Source: an optimization exercise on an open RTL-to-GDS flow (aim: small area and a short achievable clock period). Production flows keep margins and buffers that such runs may drop.
Only simulation tests tie the RTL to the original design; equivalence was not proved.
Power and IR drop assume default switching activity.

==> flow/design.v (excerpt) <==
module fsk_rx (
    input  wire        clk,
    input  wire        rst,           
    input  wire        in_valid,
    input  wire [15:0] in_i,
    input  wire [15:0] in_q,
    output reg         db_valid,
    output wire [7:0]  db_level,
    output wire [31:0] db_maxsq,
    output reg         hit_valid,
    output reg         byte_valid,
    output wire [7:0]  byte_data,
    output reg         byte_first,
    output reg         byte_last
);
==> flow/config.mk <==
export PLATFORM = sky130hd
export DESIGN_NAME = fsk_rx
export DESIGN_NICKNAME = fsk_rx
export VERILOG_FILES = /design/flow/design.v
export SDC_FILE = /design/flow/constraint.sdc
export NUM_CORES = 4
export LEC_CHECK = 0
export CAP_MARGIN = 20
export CORE_MARGIN = 2
export CORE_UTILIZATION = 40
export CTS_CLUSTER_DIAMETER = 100
export CTS_CLUSTER_SIZE = 25
export SLEW_MARGIN = 20
==> flow/constraint.sdc <==
create_clock -name core_clock -period 12.0 [get_ports {clk}]
set_input_delay 2.4000 -clock core_clock [delete_from_list [all_inputs] [get_ports {clk}]]
set_output_delay 2.4000 -clock core_clock [all_outputs]
set_load 0.01 [all_outputs]
standard.sh (not shown) runs the stock make flow with config.mk's settings and CLKGATE_MAP_FILE= SYNTH_SCRIPT=/design/flow/synth_recipe.tcl, a recipe that flattens the netlist after the stock synthesis.
==> flow/flow/run.sh <==
#!/bin/bash
set -euo pipefail
bash standard.sh "BUFFER_PORTS_ARGS=-buffer_cell sky130_fd_sc_hd__buf_2" SETUP_SLACK_MARGIN=8.5 finish > standard.log 2>&1
Then changed:
==> flow/flow/run.sh (replaced) <==
#!/bin/bash
set -euo pipefail
bash standard.sh "BUFFER_PORTS_ARGS=-buffer_cell sky130_fd_sc_hd__buf_2" SETUP_SLACK_MARGIN=8.65 finish > standard.log 2>&1
- CTS_CLUSTER_DIAMETER: 100 -> unset
- CTS_CLUSTER_SIZE: 25 -> unset
Outcome: Via count goes up by about 1.4%. Clock skew stays flat. Non-clock buffer count goes up by 30. Clock power goes up by about 60%. Global-route usage goes up by 0.44 points. Synthesized cell count does not change. Combinational power goes up by about 2%. Hold slack is worse by 4.6 ps. Core utilization goes up by 1.7 points.

== north ==
fsk_rx, a different RTL version from the one above (not shown whole).
Size in the first run: roughly 390 flip-flops, about 88 I/O pins, ~30000 µm² of cells after synthesis.
==> flow/config.mk <==
export PLATFORM = sky130hd
export DESIGN_NAME = fsk_rx
export DESIGN_NICKNAME = fsk_rx
export VERILOG_FILES = /design/flow/design.v
export SDC_FILE = /design/flow/constraint.sdc
export NUM_CORES = 4
export LEC_CHECK = 0
export CAP_MARGIN = 20
export CORE_MARGIN = 2
export CORE_UTILIZATION = 40
export SLEW_MARGIN = 20
==> flow/constraint.sdc <==
create_clock -name core_clock -period 12.0 [get_ports {clk}]
set_input_delay 2.4000 -clock core_clock [delete_from_list [all_inputs] [get_ports {clk}]]
set_output_delay 2.4000 -clock core_clock [all_outputs]
set_load 0.01 [all_outputs]
==> flow/flow/run.sh <==
#!/bin/bash
set -euo pipefail
bash standard.sh "BUFFER_PORTS_ARGS=-buffer_cell sky130_fd_sc_hd__buf_2" SETUP_SLACK_MARGIN=8.0 finish > standard.log 2>&1
[inputs] south vs north
==> flow/flow/run.sh <==
#!/bin/bash
set -euo pipefail
bash standard.sh "BUFFER_PORTS_ARGS=-buffer_cell sky130_fd_sc_hd__buf_2" SETUP_SLACK_MARGIN=9.0 finish > standard.log 2>&1
Per the comparison of south with north, number of cells on the worst hold path closely matched the old numbers, worst hold slack ~0 delta, biggest fanout along the worst timing path dropped 6, data arrival at the endpoint of the critical path fell 3070 ps, cell area picked up an extra about 11%.
Cmp north and south / number of post-CTS setup repair buffers / lower: north
In south relative to north, clock-buffer cell count had gone down by more than 10%.
Number of buffers added by the clock tree synthesis step, north and south: lower on north
Re post-layout worst setup margin: north was lower than south.
For south, the category of the most critical setup path was flop to output port, unlike north, where it was flop to flop.
The following lists how east was set up differently from south:
==> flow/flow/run.sh <==
#!/bin/bash
set -euo pipefail
bash standard.sh "BUFFER_PORTS_ARGS=-buffer_cell sky130_fd_sc_hd__buf_2" SETUP_SLACK_MARGIN=8.7 finish > standard.log 2>&1
east closes out successfully: all stages finished, all timing, DRC and antenna checks passed.
Delta (east minus south): via count fell by 456; non-clock buffer count fell by 11%; total nets after synthesis stayed essentially flat; count of mapped cells out of synthesis stayed essentially flat; maximum frequency rose by about 0.54%.
Higher sequential cell area share was reported by east, not south.
Re final period demand of the worst path: east and south aren't equal, and the lower value belongs to east.
In the reports for east and south, the larger initial antenna violation count belongs to south.
On east: via count normalized by instance count is 0.90% lower than what south gave.
Compared with south, in east post-detailed-routing wire length saw a decrease; total power saw a decrease.

fsk_rx with an RTL version that a note above also has.
For scale: roughly 3200 cells after synthesis, roughly 88 I/O pins, roughly 30000 um2 of cells after synthesis.
==> flow/config.mk <==
export PLATFORM = sky130hd
export DESIGN_NAME = fsk_rx
export DESIGN_NICKNAME = fsk_rx
export VERILOG_FILES = /design/flow/design.v
export SDC_FILE = /design/flow/constraint.sdc
export NUM_CORES = 4
export LEC_CHECK = 0
export CAP_MARGIN = 20
export CORE_MARGIN = 2
export CORE_UTILIZATION = 40
export CTS_CLUSTER_DIAMETER = 100
export CTS_CLUSTER_SIZE = 30
export SLEW_MARGIN = 20
==> flow/constraint.sdc <==
create_clock -name core_clock -period 12.0 [get_ports {clk}]
set_input_delay 2.4000 -clock core_clock [delete_from_list [all_inputs] [get_ports {clk}]]
set_output_delay 2.4000 -clock core_clock [all_outputs]
set_load 0.01 [all_outputs]
==> flow/flow/run.sh <==
#!/bin/bash
set -euo pipefail
bash standard.sh "BUFFER_PORTS_ARGS=-buffer_cell sky130_fd_sc_hd__buf_2" SETUP_SLACK_MARGIN=8.5 \
  "CTS_ARGS=-sink_clustering_enable -repair_clock_nets -sink_clustering_size 30 -sink_clustering_max_diameter 100 -dont_use_dummy_load" \
  finish > standard.log 2>&1
==> next run, changes <==
==> flow/flow/run.sh (replaced) <==
#!/bin/bash
set -euo pipefail
bash standard.sh "BUFFER_PORTS_ARGS=-buffer_cell sky130_fd_sc_hd__buf_2" SETUP_SLACK_MARGIN=8.3 finish > standard.log 2>&1
Settings changed: CTS_CLUSTER_SIZE 30 to 25.
Effect:
- utilization went down by 0.62 points
- global-route usage shrinks by 0.10 points
- routed wire length fell by about 0.47%
- cell area drops by about 1.4%
- die area does not change
- combinational power decreases by about 2%
- total power rose by 0.50%
- fmax barely changes
- count of clock-buffer cells in the layout rises by 8
- worst hold slack is better by 38 ps
- flip-flop and latch count stays the same
==> next run, changes <==
==> flow/flow/run.sh (replaced) <==
#!/bin/bash
set -euo pipefail
bash standard.sh "BUFFER_PORTS_ARGS=-buffer_cell sky130_fd_sc_hd__buf_2" SETUP_SLACK_MARGIN=8.5 finish > standard.log 2>&1
Settings changed: CTS_CLUSTER_SIZE 25 to 30.
What happened:
- worst hold slack hardly moves
- via count rises by 0.75%
- combinational power stays flat
- clock-buffer cell count falls by 2
==> next run, changes <==
==> flow/flow/run.sh (replaced) <==
#!/bin/bash
set -euo pipefail
bash standard.sh "BUFFER_PORTS_ARGS=-buffer_cell sky130_fd_sc_hd__buf_2" SETUP_SLACK_MARGIN=8.3 finish > standard.log 2>&1
Settings changed: CTS_CLUSTER_DIAMETER 100 to 60, CTS_CLUSTER_SIZE 30 to 25.
Die area does not change; clock power grows by well over a third; setup slack improves by 93 ps; clock skew hardly moves; core utilization grows by 0.34 points; sequential share of layout area went down by 0.42 points; flip-flop and latch count is unchanged.

==> port drivers added, routing unchanged <==
The results above use ideal ports. As a check the final layouts listed here were re-extracted and re-timed, cells and wires unchanged.
Step 1, drivers: a clkbuf_16 drives clk and a buf_2 each remaining input, both assumed.
Step 2, shift: input delay + t, output delay - t, t = (earliest + latest rising clock arrival at the registers) / 2. This alone moves slack from input paths to output paths.
Slacks: ideal / step 1 / step 2; pairs: ideal / step 1.
run	shift t [ns]	setup WS [ns]	worst hold slack (ns)	latest minus earliest clock arrival (ns)
the first run of note 1	0.633	8.305 / 8.288 / 8.305	0.425 / 0.425 / 0.425	0.034 / 0.033
the second run of note 1	0.635	8.321 / 8.265 / 8.325	0.420 / 0.420 / 0.420	0.031 / 0.032
north	0.649	8.102 / 8.102 / 8.102	0.363 / 0.363 / 0.363	0.031 / 0.031
south	0.651	8.312 / 8.248 / 8.322	0.363 / 0.363 / 0.363	0.028 / 0.027
east	0.651	8.331 / 8.271 / 8.332	0.359 / 0.359 / 0.359	0.033 / 0.033
the first run of note 3	0.607	8.325 / 8.285 / 8.325	0.388 / 0.388 / 0.388	0.069 / 0.070
the second run of note 3	0.633	8.330 / 8.280 / 8.330	0.426 / 0.426 / 0.426	0.032 / 0.032
the third run of note 3	0.619	8.233 / 8.233 / 8.233	0.425 / 0.425 / 0.425	0.037 / 0.038
the fourth run of note 3	0.638	8.326 / 8.269 / 8.348	0.422 / 0.422 / 0.422	0.034 / 0.034
After both steps setup and hold are still met in every run listed.
